What follows belongs to an exercise in optimizing a design on an open flow for small area; a production flow would make more cautious choices. At most, simulation tests tie the RTL to the original design; equivalence was not proved. Power is estimated from default activity; no workload was simulated.

==> inputs of nickel <==
==> flow/design.v <==
module mnt_fxu (
    input  wire        clk,
    input  wire        rst,       
    input  wire        req,
    input  wire        we,
    input  wire [5:0]  addr,      
    input  wire [31:0] wdata,
    output wire        ready,
    output wire [31:0] rdata
);
    localparam [31:0] ID_VALUE = 32'h4D4E5431;
    reg [31:0] regs [0:15];
    reg [4:0]  ph;
    reg        run;
    reg [2:0]  pc;
    reg        ill, lipend;
    reg [3:0]  lird;
    reg [31:0] T, U;
    reg        cx, c, sa, sb, nz, guard, sticky, rs;
    reg        tq;            
    reg        bq;            
    reg        m_mul, m_div, m_md;  
    reg [4:0]  L;
    wire [5:0]  op = wdata[31:26];
    wire [3:0]  rd = wdata[25:22];
    wire [3:0]  ra = wdata[21:18];
    wire [3:0]  rb = wdata[17:14];
    wire [4:0]  k  = wdata[4:0];
    wire fmt_rrr = (op >= 6'h01 && op <= 6'h07) || op == 6'h0A;
    wire fmt_rrs = (op == 6'h08) || (op == 6'h09);
    wire fmt_rr  = (op == 6'h0B) || (op == 6'h0C) || (op >= 6'h10 && op <= 6'h17);
    wire fmt_ri  = (op == 6'h30);
    reg legal;
    always @(*) begin
        if (fmt_rrr)      legal = (wdata[13:0] == 14'd0);
        else if (fmt_rrs) legal = (wdata[17:5] == 13'd0);
        else if (fmt_rr)  legal = (wdata[17:0] == 18'd0);
        else if (fmt_ri)  legal = (wdata[21:0] == 22'd0);
        else              legal = 1'b0;
    end
    wire is_reg  = addr[5:4] == 2'b10;
    wire is_cmd  = we && addr == 6'h03;
    wire k_rd    = !we;
    wire k_wrr   = we && is_reg;
    wire k_li    = is_cmd && lipend;
    wire k_cmd   = is_cmd && !lipend && legal && !fmt_ri;
    wire k_long  = k_rd || k_wrr || k_li || k_cmd;
    wire imm     = req && !k_long;
    wire o_mul   = op == 6'h05 || op == 6'h06;
    wire o_div   = op == 6'h07;
    wire o_tof   = op == 6'h17;
    wire o_fromf = op == 6'h13;
    wire md      = o_mul || o_div;
    wire o_simple = fmt_rrr && !md;
    wire [2:0] last = k_rd ? 3'd1 : (k_wrr || k_li) ? 3'd0 :
                      o_div ? 3'd6 : o_mul ? 3'd4 : 3'd1;
    wire p_load  = run && k_cmd && (md ? pc == 3'd1 : pc == 3'd0);
    wire p_loadu = run && k_cmd && pc == 3'd0;
    wire p_out   = run && k_cmd && pc == last;
    wire p_copy  = run && k_cmd && o_div && pc == 3'd5;
    wire p_wr    = run && pc == 3'd0 && (k_wrr || k_li);
    wire s_rev   = run && (m_mul || m_div) && pc == 3'd2;
    wire s_zero  = run && m_div && pc == 3'd3;
    wire s_mul   = run && m_mul && pc == 3'd3;
    wire s_div   = run && m_div && pc == 3'd4;
    wire ph0  = ph == 5'd0;
    wire ph31 = ph == 5'd31;
    assign ready = imm || (run && (k_rd ? (pc == 3'd1 && ph == 5'd1) : (ph31 && pc == last)));
    wire [3:0] idx_x = k_rd ? addr[3:0] :
                       (run && pc == 3'd0 && fmt_rrr) ? rb :
                       (run && md && pc >= 3'd2) ? rd : ra;
    wire       x = regs[idx_x][0];
    wire negx = ((o_div && pc == 3'd1) || (o_tof && pc == 3'd0)) && sa;
    wire xn   = x ^ (negx && cx);
    wire [7:0] fe = U[30:23];
    reg  [5:0] dd;
    always @(*) begin
        case (op)
            6'h03, 6'h04:             dd = 6'h36;            
            6'h08:                    dd = -{1'b0, k};
            6'h09:                    dd = {1'b0, k};
            6'h10, 6'h11, 6'h12:      dd = 6'h36;            
            6'h14, 6'h15, 6'h16, 6'h05: dd = 6'd10;
            6'h13:                    dd = 6'd12 - fe[5:0];   
            6'h17:                    dd = {1'b0, L} - 6'd23;
            default:                  dd = 6'd0;
        endcase
    end
    reg  [4:0] sel_s;
    always @(*) begin
        case (op)
            6'h03, 6'h04:             sel_s = 5'd8;
            6'h08:                    sel_s = k + 5'd30;
            6'h09:                    sel_s = 5'd30 - k;
            6'h10, 6'h11, 6'h12:      sel_s = 5'd8;
            6'h14, 6'h15, 6'h16:      sel_s = 5'd20;
            6'h13:                    sel_s = fe[4:0] + 5'd18;
            6'h17:                    sel_s = 5'd21 - L;
            default:                  sel_s = 5'd30;
        endcase
    end
    wire [3:0] ph4  = ph[3:0];
    wire [4:0] sel  = s_rev ? {ph4, 1'b0} :
                      (md && pc == 3'd4) ? {ph4, 1'b0} + ((op == 6'h05) ? 5'd10 : 5'd0) :
                      (md && pc == 3'd6) ? {ph4 - 4'd1, 1'b0} : sel_s;
    wire       tp   = (ph0 && sel == 5'd31 && !md) ? tq : T[sel];
    wire [6:0] j    = {2'b00, ph} + {dd[5], dd};
    wire       jneg = j[6];
    wire       jbig = !j[6] && j[5];
    wire sub   = op == 6'h02 || op == 6'h04;
    wire fill  = (op == 6'h09 || op == 6'h14 || op == 6'h15) ? sa :
                 (op == 6'h05) ? guard : 1'b0;
    wire v_sh  = jneg ? 1'b0 : jbig ? fill : tp;
    reg  win;
    always @(*) begin
        case (op)
            6'h0B:   win = ph >= 5'd10;
            6'h0C:   win = ph <  5'd10;
            6'h12:   win = ph >= 5'd10 && ph <= 5'd17;
            6'h16:   win = ph <= 5'd7;
            default: win = 1'b1;
        endcase
    end
    wire f_fnz  = |U[22:0];
    wire f_zero = (fe == 8'hFF && f_fnz) || fe <= 8'd116;
    wire f_sat  = fe >= 8'd148;
    wire       up    = guard && (sticky || v_sh);
    wire [7:0] e8    = {3'd0, L} + 8'd117;
    wire       ebit  = e8[ph[2:0] + 3'd1];
    reg  a_bit, inv, c0, use_x;
    always @(*) begin
        a_bit = v_sh & win;
        inv   = 1'b0;
        c0    = 1'b0;
        use_x = 1'b0;
        if (o_simple) begin
            if (op == 6'h0A) a_bit = x & tp;
            else begin
                a_bit = v_sh;
                inv   = sub;
                c0    = sub;
                use_x = 1'b1;
            end
        end else if (o_div) begin
            a_bit = tp;
            inv   = sa ^ sb;
            c0    = sa ^ sb;
        end else if (o_fromf) begin
            a_bit = v_sh;
            inv   = sa;
            c0    = sa;
        end else if (o_tof) begin
            a_bit = (ph <= 5'd22) ? v_sh : ebit;
            c0    = up;
        end
    end
    wire sa_in = a_bit ^ inv;
    wire sb_in = use_x & x;
    wire s_cin = ph0 ? c0 : c;
    wire c_nx  = (sa_in & sb_in) | (sa_in & s_cin) | (sb_in & s_cin);
    wire o     = (((o_div || o_tof) && !nz) || (o_fromf && f_zero)) ? 1'b0 :
                 (o_fromf && f_sat) ? (ph31 ? sa : !sa) :
                 (o_tof && ph31) ? sa : (sa_in ^ sb_in ^ s_cin);
    wire        lw   = run && ((pc == 3'd0 && !ph0) ||
                               (pc == 3'd1 && (ph0 ? !m_md : m_md)) ||
                               (pc == 3'd2 && ph0 && m_md) ||
                               (pc == 3'd5 && !ph0 && m_div) ||
                               (pc == 3'd6 && ph0 && m_div));
    wire        bsub = s_div && (bq ^ sb);
    wire        ben  = s_div || (s_mul && tq);
    wire        ain  = (s_div || lw) ? tq : (s_mul || s_zero) ? 1'b0 : T[31];
    wire [31:0] aa   = {T[30:0], ain};
    wire [31:0] bb   = (U & {32{ben}}) ^ {32{bsub}};
    wire [31:0] sum;
    wire [32:0] cy;
    assign cy[0] = bsub;
    genvar gi;
    generate for (gi = 0; gi < 32; gi = gi + 1) begin : rca
        assign sum[gi]  = aa[gi] ^ bb[gi] ^ cy[gi];
        assign cy[gi+1] = (aa[gi] & bb[gi]) | (aa[gi] & cy[gi]) | (bb[gi] & cy[gi]);
    end endgenerate
    wire       wr   = p_wr || p_out || s_rev || s_div;
    wire [3:0] widx = k_wrr ? addr[3:0] : k_li ? lird : rd;
    wire       wbit = p_wr ? wdata[ph] : s_rev ? tp : s_div ? bq : o;
    integer r;
    always @(posedge clk) begin
        for (r = 0; r < 16; r = r + 1)
            regs[r] <= {(wr && widx == r) ? wbit : regs[r][0], regs[r][31:1]};
    end
    wire [31:0] id_v = ID_VALUE;
    reg t_in;
    always @(*) begin
        if (k_rd)         t_in = is_reg ? x : (addr == 6'h00) ? id_v[ph] :
                                 (addr == 6'h02) && ((ph == 5'd1 && ill) || (ph == 5'd4 && lipend));
        else if (p_load)  t_in = (o_fromf && ph > 5'd22) ? ph == 5'd23 : xn;   
        else if (p_copy)  t_in = ph0 ? bq : x;
        else if (s_rev)   t_in = ph31 ? tp : x;
        else              t_in = x;
    end
    always @(posedge clk) begin
        T   <= sum;
        if (p_loadu) U <= {o_tof ? xn : x, U[31:1]};
        cx <= ph31 ? 1'b0 : (cx | x);
        c  <= c_nx;
        tq <= t_in;
        bq <= !sum[31];
        m_mul <= o_mul;
        m_div <= o_div;
        m_md  <= k_cmd && md;
    end
    always @(posedge clk) begin
        if (rst) begin
            ph     <= 5'd0;
            run    <= 1'b0;
            pc     <= 3'd0;
            ill    <= 1'b0;
            lipend <= 1'b0;
            lird   <= 4'd0;
        end else begin
            ph <= ph + 5'd1;
            if (!run) begin
                if (req && k_long && ph31) begin
                    run <= 1'b1;
                    pc  <= 3'd0;
                end
                if (imm && we) begin
                    if (addr == 6'h02) begin
                        if (wdata[1]) ill <= 1'b0;
                    end else if (addr == 6'h03) begin
                        if (!legal) ill <= 1'b1;
                        else if (fmt_ri) begin
                            lipend <= 1'b1;
                            lird   <= rd;
                        end
                    end
                end
            end else if (ready) begin
                run <= 1'b0;
                if (k_li) lipend <= 1'b0;
            end else if (ph31) begin
                pc <= pc + 3'd1;
            end
        end
    end
    always @(posedge clk) begin
        if (!run && ph31) begin
            sa     <= x;
            nz     <= 1'b0;
            guard  <= 1'b0;
            sticky <= 1'b0;
            rs     <= 1'b0;
        end else begin
            if (p_loadu && ph31) sb <= x;
            if (p_loadu && o_tof && ph >= 5'd25) rs <= rs | T[23];
            if (p_out && o_mul && ph0) guard <= T[31];
            if (p_loadu && (o_tof ? xn : x)) begin
                nz     <= 1'b1;
                L      <= ph;
                guard  <= ph >= 5'd24 && T[22];
                sticky <= ph >= 5'd25 && (rs || T[23]);
            end
        end
    end
    genvar gr;
    generate for (gr = 0; gr < 32; gr = gr + 1) begin : rdv
        assign rdata[gr] = T[31 - gr];
    end endgenerate
endmodule
==> flow/flow/run.sh <==
#!/bin/bash
# Standard ORFS layout, with small port buffers and a clock tree without dummy loads.
set -euo pipefail
export BUFFER_PORTS_ARGS="-buffer_cell sky130_fd_sc_hd__buf_1"
export CTS_ARGS="-sink_clustering_enable -repair_clock_nets -dont_use_dummy_load -sink_clustering_size 16 -sink_clustering_max_diameter 50 -buf_list sky130_fd_sc_hd__clkbuf_8"
bash standard.sh > standard_flow.log 2>&1
==> flow/standard.sh <==
#!/bin/bash
# synth_recipe.tcl (not shown) runs the flow's synth.tcl, then flattens the netlist and writes it again
# the make line also repeats each setting of config.mk as NAME=value (left out here)
make -C /OpenROAD-flow-scripts/flow DESIGN_CONFIG=/design/flow/config.mk WORK_HOME=/design/flow/orfs CLKGATE_MAP_FILE= SYNTH_SCRIPT=/design/flow/synth_recipe.tcl "${@:-finish}"
==> flow/config.mk <==
export PLATFORM = sky130hd
export DESIGN_NAME = mnt_fxu
export DESIGN_NICKNAME = mnt_fxu
export VERILOG_FILES = /design/flow/design.v
export SDC_FILE = /design/flow/constraint.sdc
export NUM_CORES = 4
export LEC_CHECK = 0
export CAP_MARGIN = 20
export CORE_MARGIN = 2
export CORE_UTILIZATION = 45
export SLEW_MARGIN = 20
==> flow/constraint.sdc <==
create_clock -name core_clock -period 14.0 [get_ports {clk}]
set_input_delay 2.8000 -clock core_clock [delete_from_list [all_inputs] [get_ports {clk}]]
set_output_delay 2.8000 -clock core_clock [all_outputs]
set_load 0.01 [all_outputs]
==> inputs of violet, as changes to nickel <==
--- a/flow/design.v
+++ b/flow/design.v
@@ -16,9 +16,9 @@
     reg        ill, lipend;
     reg [3:0]  lird;
-    reg [31:0] T, U;
-    reg        cx, c, sa, sb, nz, guard, sticky, rs;
+    reg [31:0] T, U, ACC;
+    reg        cx, c, sa, sb, nz, guard, sticky, hb, rs;
     reg        tq;            
     reg        bq;            
-    reg        m_mul, m_div, m_md;  
+    reg        m_mul, m_div;  
     reg [4:0]  L;
     wire [5:0]  op = wdata[31:26];
@@ -54,20 +54,20 @@
     wire o_simple = fmt_rrr && !md;
     wire [2:0] last = k_rd ? 3'd1 : (k_wrr || k_li) ? 3'd0 :
-                      o_div ? 3'd6 : o_mul ? 3'd4 : 3'd1;
+                      md ? 3'd4 : 3'd1;
     wire p_load  = run && k_cmd && (md ? pc == 3'd1 : pc == 3'd0);
     wire p_loadu = run && k_cmd && pc == 3'd0;
     wire p_out   = run && k_cmd && pc == last;
-    wire p_copy  = run && k_cmd && o_div && pc == 3'd5;
+    wire p_shout = run && k_cmd && o_mul && pc == 3'd3;
+    wire p_copy  = run && k_cmd && o_div && pc == 3'd3;
     wire p_wr    = run && pc == 3'd0 && (k_wrr || k_li);
-    wire s_rev   = run && (m_mul || m_div) && pc == 3'd2;
-    wire s_zero  = run && m_div && pc == 3'd3;
-    wire s_mul   = run && m_mul && pc == 3'd3;
-    wire s_div   = run && m_div && pc == 3'd4;
+    wire s_md    = run && pc == 3'd2;
+    wire s_mul   = s_md && m_mul;
+    wire s_div   = s_md && m_div;
     wire ph0  = ph == 5'd0;
     wire ph31 = ph == 5'd31;
-    assign ready = imm || (run && (k_rd ? (pc == 3'd1 && ph == 5'd1) : (ph31 && pc == last)));
+    assign ready = imm || (run && (k_rd ? (pc == 3'd1) : (ph31 && pc == last)));
     wire [3:0] idx_x = k_rd ? addr[3:0] :
                        (run && pc == 3'd0 && fmt_rrr) ? rb :
-                       (run && md && pc >= 3'd2) ? rd : ra;
+                       (run && pc == 3'd3) ? rd : ra;
     wire       x = regs[idx_x][0];
     wire negx = ((o_div && pc == 3'd1) || (o_tof && pc == 3'd0)) && sa;
@@ -81,5 +81,5 @@
             6'h09:                    dd = {1'b0, k};
             6'h10, 6'h11, 6'h12:      dd = 6'h36;            
-            6'h14, 6'h15, 6'h16, 6'h05: dd = 6'd10;
+            6'h14, 6'h15, 6'h16:      dd = 6'd10;
             6'h13:                    dd = 6'd12 - fe[5:0];   
             6'h17:                    dd = {1'b0, L} - 6'd23;
@@ -87,28 +87,16 @@
         endcase
     end
-    reg  [4:0] sel_s;
-    always @(*) begin
-        case (op)
-            6'h03, 6'h04:             sel_s = 5'd8;
-            6'h08:                    sel_s = k + 5'd30;
-            6'h09:                    sel_s = 5'd30 - k;
-            6'h10, 6'h11, 6'h12:      sel_s = 5'd8;
-            6'h14, 6'h15, 6'h16:      sel_s = 5'd20;
-            6'h13:                    sel_s = fe[4:0] + 5'd18;
-            6'h17:                    sel_s = 5'd21 - L;
-            default:                  sel_s = 5'd30;
-        endcase
-    end
-    wire [3:0] ph4  = ph[3:0];
-    wire [4:0] sel  = s_rev ? {ph4, 1'b0} :
-                      (md && pc == 3'd4) ? {ph4, 1'b0} + ((op == 6'h05) ? 5'd10 : 5'd0) :
-                      (md && pc == 3'd6) ? {ph4 - 4'd1, 1'b0} : sel_s;
-    wire       tp   = (ph0 && sel == 5'd31 && !md) ? tq : T[sel];
+    wire       rev  = md && pc != 3'd0;
+    wire [4:0] base = rev ? {~ph[3:0], 1'b0} : 5'd0;
+    wire [4:0] off  = !rev ? dd[4:0] :
+                      (pc == 3'd4 || (pc == 3'd3 && ph31)) ?
+                          ((op == 6'h05) ? 5'd22 : o_div ? 5'd1 : 5'd0) : 5'd0;
+    wire [4:0] sel  = base + off;
+    wire       tp   = T[sel];
     wire [6:0] j    = {2'b00, ph} + {dd[5], dd};
     wire       jneg = j[6];
     wire       jbig = !j[6] && j[5];
     wire sub   = op == 6'h02 || op == 6'h04;
-    wire fill  = (op == 6'h09 || op == 6'h14 || op == 6'h15) ? sa :
-                 (op == 6'h05) ? guard : 1'b0;
+    wire fill  = (op == 6'h09 || op == 6'h14 || op == 6'h15) ? sa : 1'b0;
     wire v_sh  = jneg ? 1'b0 : jbig ? fill : tp;
     reg  win;
@@ -125,4 +113,5 @@
     wire f_zero = (fe == 8'hFF && f_fnz) || fe <= 8'd116;
     wire f_sat  = fe >= 8'd148;
+    wire v_ff   = jneg ? 1'b0 : (j <= 7'd22) ? tp : (j == 7'd23);
     wire       up    = guard && (sticky || v_sh);
     wire [7:0] e8    = {3'd0, L} + 8'd117;
@@ -142,10 +131,12 @@
                 use_x = 1'b1;
             end
+        end else if (o_mul) begin
+            a_bit = (op == 6'h05 && ph > 5'd21) ? hb : tq;
         end else if (o_div) begin
-            a_bit = tp;
+            a_bit = tq;
             inv   = sa ^ sb;
             c0    = sa ^ sb;
         end else if (o_fromf) begin
-            a_bit = v_sh;
+            a_bit = v_ff;
             inv   = sa;
             c0    = sa;
@@ -162,13 +153,8 @@
                  (o_fromf && f_sat) ? (ph31 ? sa : !sa) :
                  (o_tof && ph31) ? sa : (sa_in ^ sb_in ^ s_cin);
-    wire        lw   = run && ((pc == 3'd0 && !ph0) ||
-                               (pc == 3'd1 && (ph0 ? !m_md : m_md)) ||
-                               (pc == 3'd2 && ph0 && m_md) ||
-                               (pc == 3'd5 && !ph0 && m_div) ||
-                               (pc == 3'd6 && ph0 && m_div));
     wire        bsub = s_div && (bq ^ sb);
     wire        ben  = s_div || (s_mul && tq);
-    wire        ain  = (s_div || lw) ? tq : (s_mul || s_zero) ? 1'b0 : T[31];
-    wire [31:0] aa   = {T[30:0], ain};
+    wire        ain  = s_div && tq;
+    wire [31:0] aa   = {ACC[30:0], ain};
     wire [31:0] bb   = (U & {32{ben}}) ^ {32{bsub}};
     wire [31:0] sum;
@@ -180,7 +166,7 @@
         assign cy[gi+1] = (aa[gi] & bb[gi]) | (aa[gi] & cy[gi]) | (bb[gi] & cy[gi]);
     end endgenerate
-    wire       wr   = p_wr || p_out || s_rev || s_div;
+    wire       wr   = p_wr || p_out || s_div;
     wire [3:0] widx = k_wrr ? addr[3:0] : k_li ? lird : rd;
-    wire       wbit = p_wr ? wdata[ph] : s_rev ? tp : s_div ? bq : o;
+    wire       wbit = p_wr ? wdata[ph] : s_div ? bq : o;
     integer r;
     always @(posedge clk) begin
@@ -191,21 +177,22 @@
     reg t_in;
     always @(*) begin
-        if (k_rd)         t_in = is_reg ? x : (addr == 6'h00) ? id_v[ph] :
+        if (run && k_rd)  t_in = is_reg ? x : (addr == 6'h00) ? id_v[ph] :
                                  (addr == 6'h02) && ((ph == 5'd1 && ill) || (ph == 5'd4 && lipend));
-        else if (p_load)  t_in = (o_fromf && ph > 5'd22) ? ph == 5'd23 : xn;   
+        else if (p_load)  t_in = xn;
+        else if (p_shout) t_in = ACC[31];
         else if (p_copy)  t_in = ph0 ? bq : x;
-        else if (s_rev)   t_in = ph31 ? tp : x;
-        else              t_in = x;
-    end
-    always @(posedge clk) begin
-        T   <= sum;
+        else              t_in = T[0];
+    end
+    always @(posedge clk) begin
+        T   <= {t_in, T[31:1]};
+        ACC <= sum;
         if (p_loadu) U <= {o_tof ? xn : x, U[31:1]};
         cx <= ph31 ? 1'b0 : (cx | x);
         c  <= c_nx;
-        tq <= t_in;
+        tq <= !ph31 ? tp : (p_shout && op == 6'h06) ? ACC[31] : (p_load && md) ? xn : tp;
         bq <= !sum[31];
         m_mul <= o_mul;
         m_div <= o_div;
-        m_md  <= k_cmd && md;
+        if (p_out && ph == 5'd21) hb <= tq;
     end
     always @(posedge clk) begin
@@ -252,17 +239,13 @@
         end else begin
             if (p_loadu && ph31) sb <= x;
-            if (p_loadu && o_tof && ph >= 5'd25) rs <= rs | T[23];
-            if (p_out && o_mul && ph0) guard <= T[31];
+            if (p_loadu && o_tof && ph >= 5'd25) rs <= rs | T[7];
             if (p_loadu && (o_tof ? xn : x)) begin
                 nz     <= 1'b1;
                 L      <= ph;
-                guard  <= ph >= 5'd24 && T[22];
-                sticky <= ph >= 5'd25 && (rs || T[23]);
+                guard  <= ph >= 5'd24 && T[8];
+                sticky <= ph >= 5'd25 && (rs || T[7]);
             end
         end
     end
-    genvar gr;
-    generate for (gr = 0; gr < 32; gr = gr + 1) begin : rdv
-        assign rdata[gr] = T[31 - gr];
-    end endgenerate
+    assign rdata = T;
 endmodule
==> inputs of quartz, as changes to nickel <==
--- a/flow/design.v
+++ b/flow/design.v
@@ -20,5 +20,5 @@
     reg        tq;            
     reg        bq;            
-    reg        m_mul, m_div, m_md;  
+    reg        m_mul, m_div;  
     reg [4:0]  L;
     wire [5:0]  op = wdata[31:26];
@@ -54,17 +54,17 @@
     wire o_simple = fmt_rrr && !md;
     wire [2:0] last = k_rd ? 3'd1 : (k_wrr || k_li) ? 3'd0 :
-                      o_div ? 3'd6 : o_mul ? 3'd4 : 3'd1;
+                      o_div ? 3'd5 : o_mul ? 3'd4 : 3'd1;
     wire p_load  = run && k_cmd && (md ? pc == 3'd1 : pc == 3'd0);
     wire p_loadu = run && k_cmd && pc == 3'd0;
     wire p_out   = run && k_cmd && pc == last;
-    wire p_copy  = run && k_cmd && o_div && pc == 3'd5;
+    wire p_copy  = run && k_cmd && o_div && pc == 3'd4;
     wire p_wr    = run && pc == 3'd0 && (k_wrr || k_li);
     wire s_rev   = run && (m_mul || m_div) && pc == 3'd2;
-    wire s_zero  = run && m_div && pc == 3'd3;
     wire s_mul   = run && m_mul && pc == 3'd3;
-    wire s_div   = run && m_div && pc == 3'd4;
+    wire s_div   = run && m_div && pc == 3'd3;
+    wire s_acc   = s_rev || s_mul || s_div;
     wire ph0  = ph == 5'd0;
     wire ph31 = ph == 5'd31;
-    assign ready = imm || (run && (k_rd ? (pc == 3'd1 && ph == 5'd1) : (ph31 && pc == last)));
+    assign ready = imm || (run && (k_rd ? (pc == 3'd1) : (ph31 && pc == last)));
     wire [3:0] idx_x = k_rd ? addr[3:0] :
                        (run && pc == 3'd0 && fmt_rrr) ? rb :
@@ -87,22 +87,7 @@
         endcase
     end
-    reg  [4:0] sel_s;
-    always @(*) begin
-        case (op)
-            6'h03, 6'h04:             sel_s = 5'd8;
-            6'h08:                    sel_s = k + 5'd30;
-            6'h09:                    sel_s = 5'd30 - k;
-            6'h10, 6'h11, 6'h12:      sel_s = 5'd8;
-            6'h14, 6'h15, 6'h16:      sel_s = 5'd20;
-            6'h13:                    sel_s = fe[4:0] + 5'd18;
-            6'h17:                    sel_s = 5'd21 - L;
-            default:                  sel_s = 5'd30;
-        endcase
-    end
-    wire [3:0] ph4  = ph[3:0];
-    wire [4:0] sel  = s_rev ? {ph4, 1'b0} :
-                      (md && pc == 3'd4) ? {ph4, 1'b0} + ((op == 6'h05) ? 5'd10 : 5'd0) :
-                      (md && pc == 3'd6) ? {ph4 - 4'd1, 1'b0} : sel_s;
-    wire       tp   = (ph0 && sel == 5'd31 && !md) ? tq : T[sel];
+    wire       rev  = o_div && pc >= 3'd4;
+    wire [4:0] sel  = rev ? {~ph[3:0], 1'b1} : dd[4:0];
+    wire       tp   = T[sel];
     wire [6:0] j    = {2'b00, ph} + {dd[5], dd};
     wire       jneg = j[6];
@@ -143,5 +128,5 @@
             end
         end else if (o_div) begin
-            a_bit = tp;
+            a_bit = tq;
             inv   = sa ^ sb;
             c0    = sa ^ sb;
@@ -162,12 +147,7 @@
                  (o_fromf && f_sat) ? (ph31 ? sa : !sa) :
                  (o_tof && ph31) ? sa : (sa_in ^ sb_in ^ s_cin);
-    wire        lw   = run && ((pc == 3'd0 && !ph0) ||
-                               (pc == 3'd1 && (ph0 ? !m_md : m_md)) ||
-                               (pc == 3'd2 && ph0 && m_md) ||
-                               (pc == 3'd5 && !ph0 && m_div) ||
-                               (pc == 3'd6 && ph0 && m_div));
     wire        bsub = s_div && (bq ^ sb);
     wire        ben  = s_div || (s_mul && tq);
-    wire        ain  = (s_div || lw) ? tq : (s_mul || s_zero) ? 1'b0 : T[31];
+    wire        ain  = s_div && tq;
     wire [31:0] aa   = {T[30:0], ain};
     wire [31:0] bb   = (U & {32{ben}}) ^ {32{bsub}};
@@ -182,5 +162,5 @@
     wire       wr   = p_wr || p_out || s_rev || s_div;
     wire [3:0] widx = k_wrr ? addr[3:0] : k_li ? lird : rd;
-    wire       wbit = p_wr ? wdata[ph] : s_rev ? tp : s_div ? bq : o;
+    wire       wbit = p_wr ? wdata[ph] : s_rev ? T[30] : s_div ? bq : o;
     integer r;
     always @(posedge clk) begin
@@ -191,21 +171,19 @@
     reg t_in;
     always @(*) begin
-        if (k_rd)         t_in = is_reg ? x : (addr == 6'h00) ? id_v[ph] :
+        if (run && k_rd)  t_in = is_reg ? x : (addr == 6'h00) ? id_v[ph] :
                                  (addr == 6'h02) && ((ph == 5'd1 && ill) || (ph == 5'd4 && lipend));
         else if (p_load)  t_in = (o_fromf && ph > 5'd22) ? ph == 5'd23 : xn;   
         else if (p_copy)  t_in = ph0 ? bq : x;
-        else if (s_rev)   t_in = ph31 ? tp : x;
-        else              t_in = x;
-    end
-    always @(posedge clk) begin
-        T   <= sum;
+        else              t_in = T[0];
+    end
+    always @(posedge clk) begin
+        T   <= s_acc ? sum : {t_in, T[31:1]};
         if (p_loadu) U <= {o_tof ? xn : x, U[31:1]};
         cx <= ph31 ? 1'b0 : (cx | x);
         c  <= c_nx;
-        tq <= t_in;
+        tq <= (s_rev && ph31) ? guard : (s_rev || s_mul || s_div) ? x : tp;
         bq <= !sum[31];
         m_mul <= o_mul;
         m_div <= o_div;
-        m_md  <= k_cmd && md;
     end
     always @(posedge clk) begin
@@ -252,17 +230,14 @@
         end else begin
             if (p_loadu && ph31) sb <= x;
-            if (p_loadu && o_tof && ph >= 5'd25) rs <= rs | T[23];
-            if (p_out && o_mul && ph0) guard <= T[31];
+            if (p_loadu && o_tof && ph >= 5'd25) rs <= rs | T[7];
+            if ((s_rev || (p_out && o_mul)) && ph0) guard <= T[31];
             if (p_loadu && (o_tof ? xn : x)) begin
                 nz     <= 1'b1;
                 L      <= ph;
-                guard  <= ph >= 5'd24 && T[22];
-                sticky <= ph >= 5'd25 && (rs || T[23]);
+                guard  <= ph >= 5'd24 && T[8];
+                sticky <= ph >= 5'd25 && (rs || T[7]);
             end
         end
     end
-    genvar gr;
-    generate for (gr = 0; gr < 32; gr = gr + 1) begin : rdv
-        assign rdata[gr] = T[31 - gr];
-    end endgenerate
+    assign rdata = T;
 endmodule
==> flow/flow/run.sh (replaced) <==
#!/bin/bash
# Standard ORFS layout, with small port buffers and a clock tree without dummy loads.
set -euo pipefail
export BUFFER_PORTS_ARGS="-buffer_cell sky130_fd_sc_hd__buf_1"
export CTS_ARGS="-sink_clustering_enable -repair_clock_nets -dont_use_dummy_load -sink_clustering_size 18 -sink_clustering_max_diameter 45 -buf_list sky130_fd_sc_hd__clkbuf_8"
bash standard.sh > standard_flow.log 2>&1
CORE_UTILIZATION = 50   (was 45)
==> summary.txt <==
Outcome
  – Status: timing/DRC/antenna clean

Worst setup path
  – Critical Path AT: 14.09 ns
  – Crit-path max FO: 8

Yosys
  – Syn Nets: 1,552

Finish
  – Layout clock area frac: around 3.5%

Floorplanning
  – Die Span X: between 200 and 250 um
# the run above: nickel

==> summary.txt <==
Yosys
  – Post-Syn Instances: 1,424
  – Syn Nets: about 1,500
  – Main combinational cell family by area after synthesis: simple AND/OR/NAND/NOR gates
  – Synth Warn #: 2

Finish
  – Multi-input gate area: about 0.005 mm2
  – FFs & Latches: 641

Worst setup path
  – Critical Path AT: ~14 ns

Outcome
  – Status: timing/DRC/antenna clean

Timing
  – RSZ-0062 raised after global routing: false

Placement
  – Post-Place Cells: 1,999

Power and ir drop
  – Pwr Total: around 0.0028 W
  – Cell internal pwr: 0.002198 W
# the run above: violet

==> summary.txt <==
Power and ir drop
  – Pwr Total: between 0.002 and 0.003 W

Worst setup path
  – Crit-path max FO: 3
  – Critical Path AT: 14.03 ns
  – Setup CP Type: flop to flop

Yosys
  – Post-synthesis compound-gate area fraction: roughly 8%
  – Syn Nets: about 1,500

Clock network
  – CTS Buffer Depth: 3

Finish
  – Layout clock area frac: 3.533%

Floorplanning
  – Die Span X: about 190 um

Outcome
  – Status: timing/DRC/antenna clean

Drt
  – Routed wl met2: around 15,000 um
# the run above: quartz

No functional check of the RTL was part of nickel.

## what the ideal ports hide
How much do the figures lean on ideal ports? The routed layouts below were timed once more, with nothing changed but the port constraints.
Step 1 sets driving cells, clkbuf_16 on the clock port and buf_2 on the other inputs (assumed; they add their load-dependent delay and slew).
Step 2 also shifts input and output timing later by t, the mid clock arrival at the registers, as if the neighbouring blocks saw the same clock.
a / b / c = ideal / step 1 / step 2; a / b = the first two.
| run | t, ns | slack for setup (ns) | hold WS [ns] | pins driven straight from the clock port |
|---|---|---|---|---|
| nickel | 0.641 | 0.412 / 0.412 / 0.412 | 0.269 / 0.269 / 0.269 | 1 |
| violet | 0.628 | 0.601 / 0.601 / 0.601 | 0.272 / 0.272 / 0.272 | 1 |
| quartz | 0.635 | 0.394 / 0.394 / 0.394 | 0.295 / 0.295 / 0.295 | 1 |
After both steps every run listed still meets setup and hold.
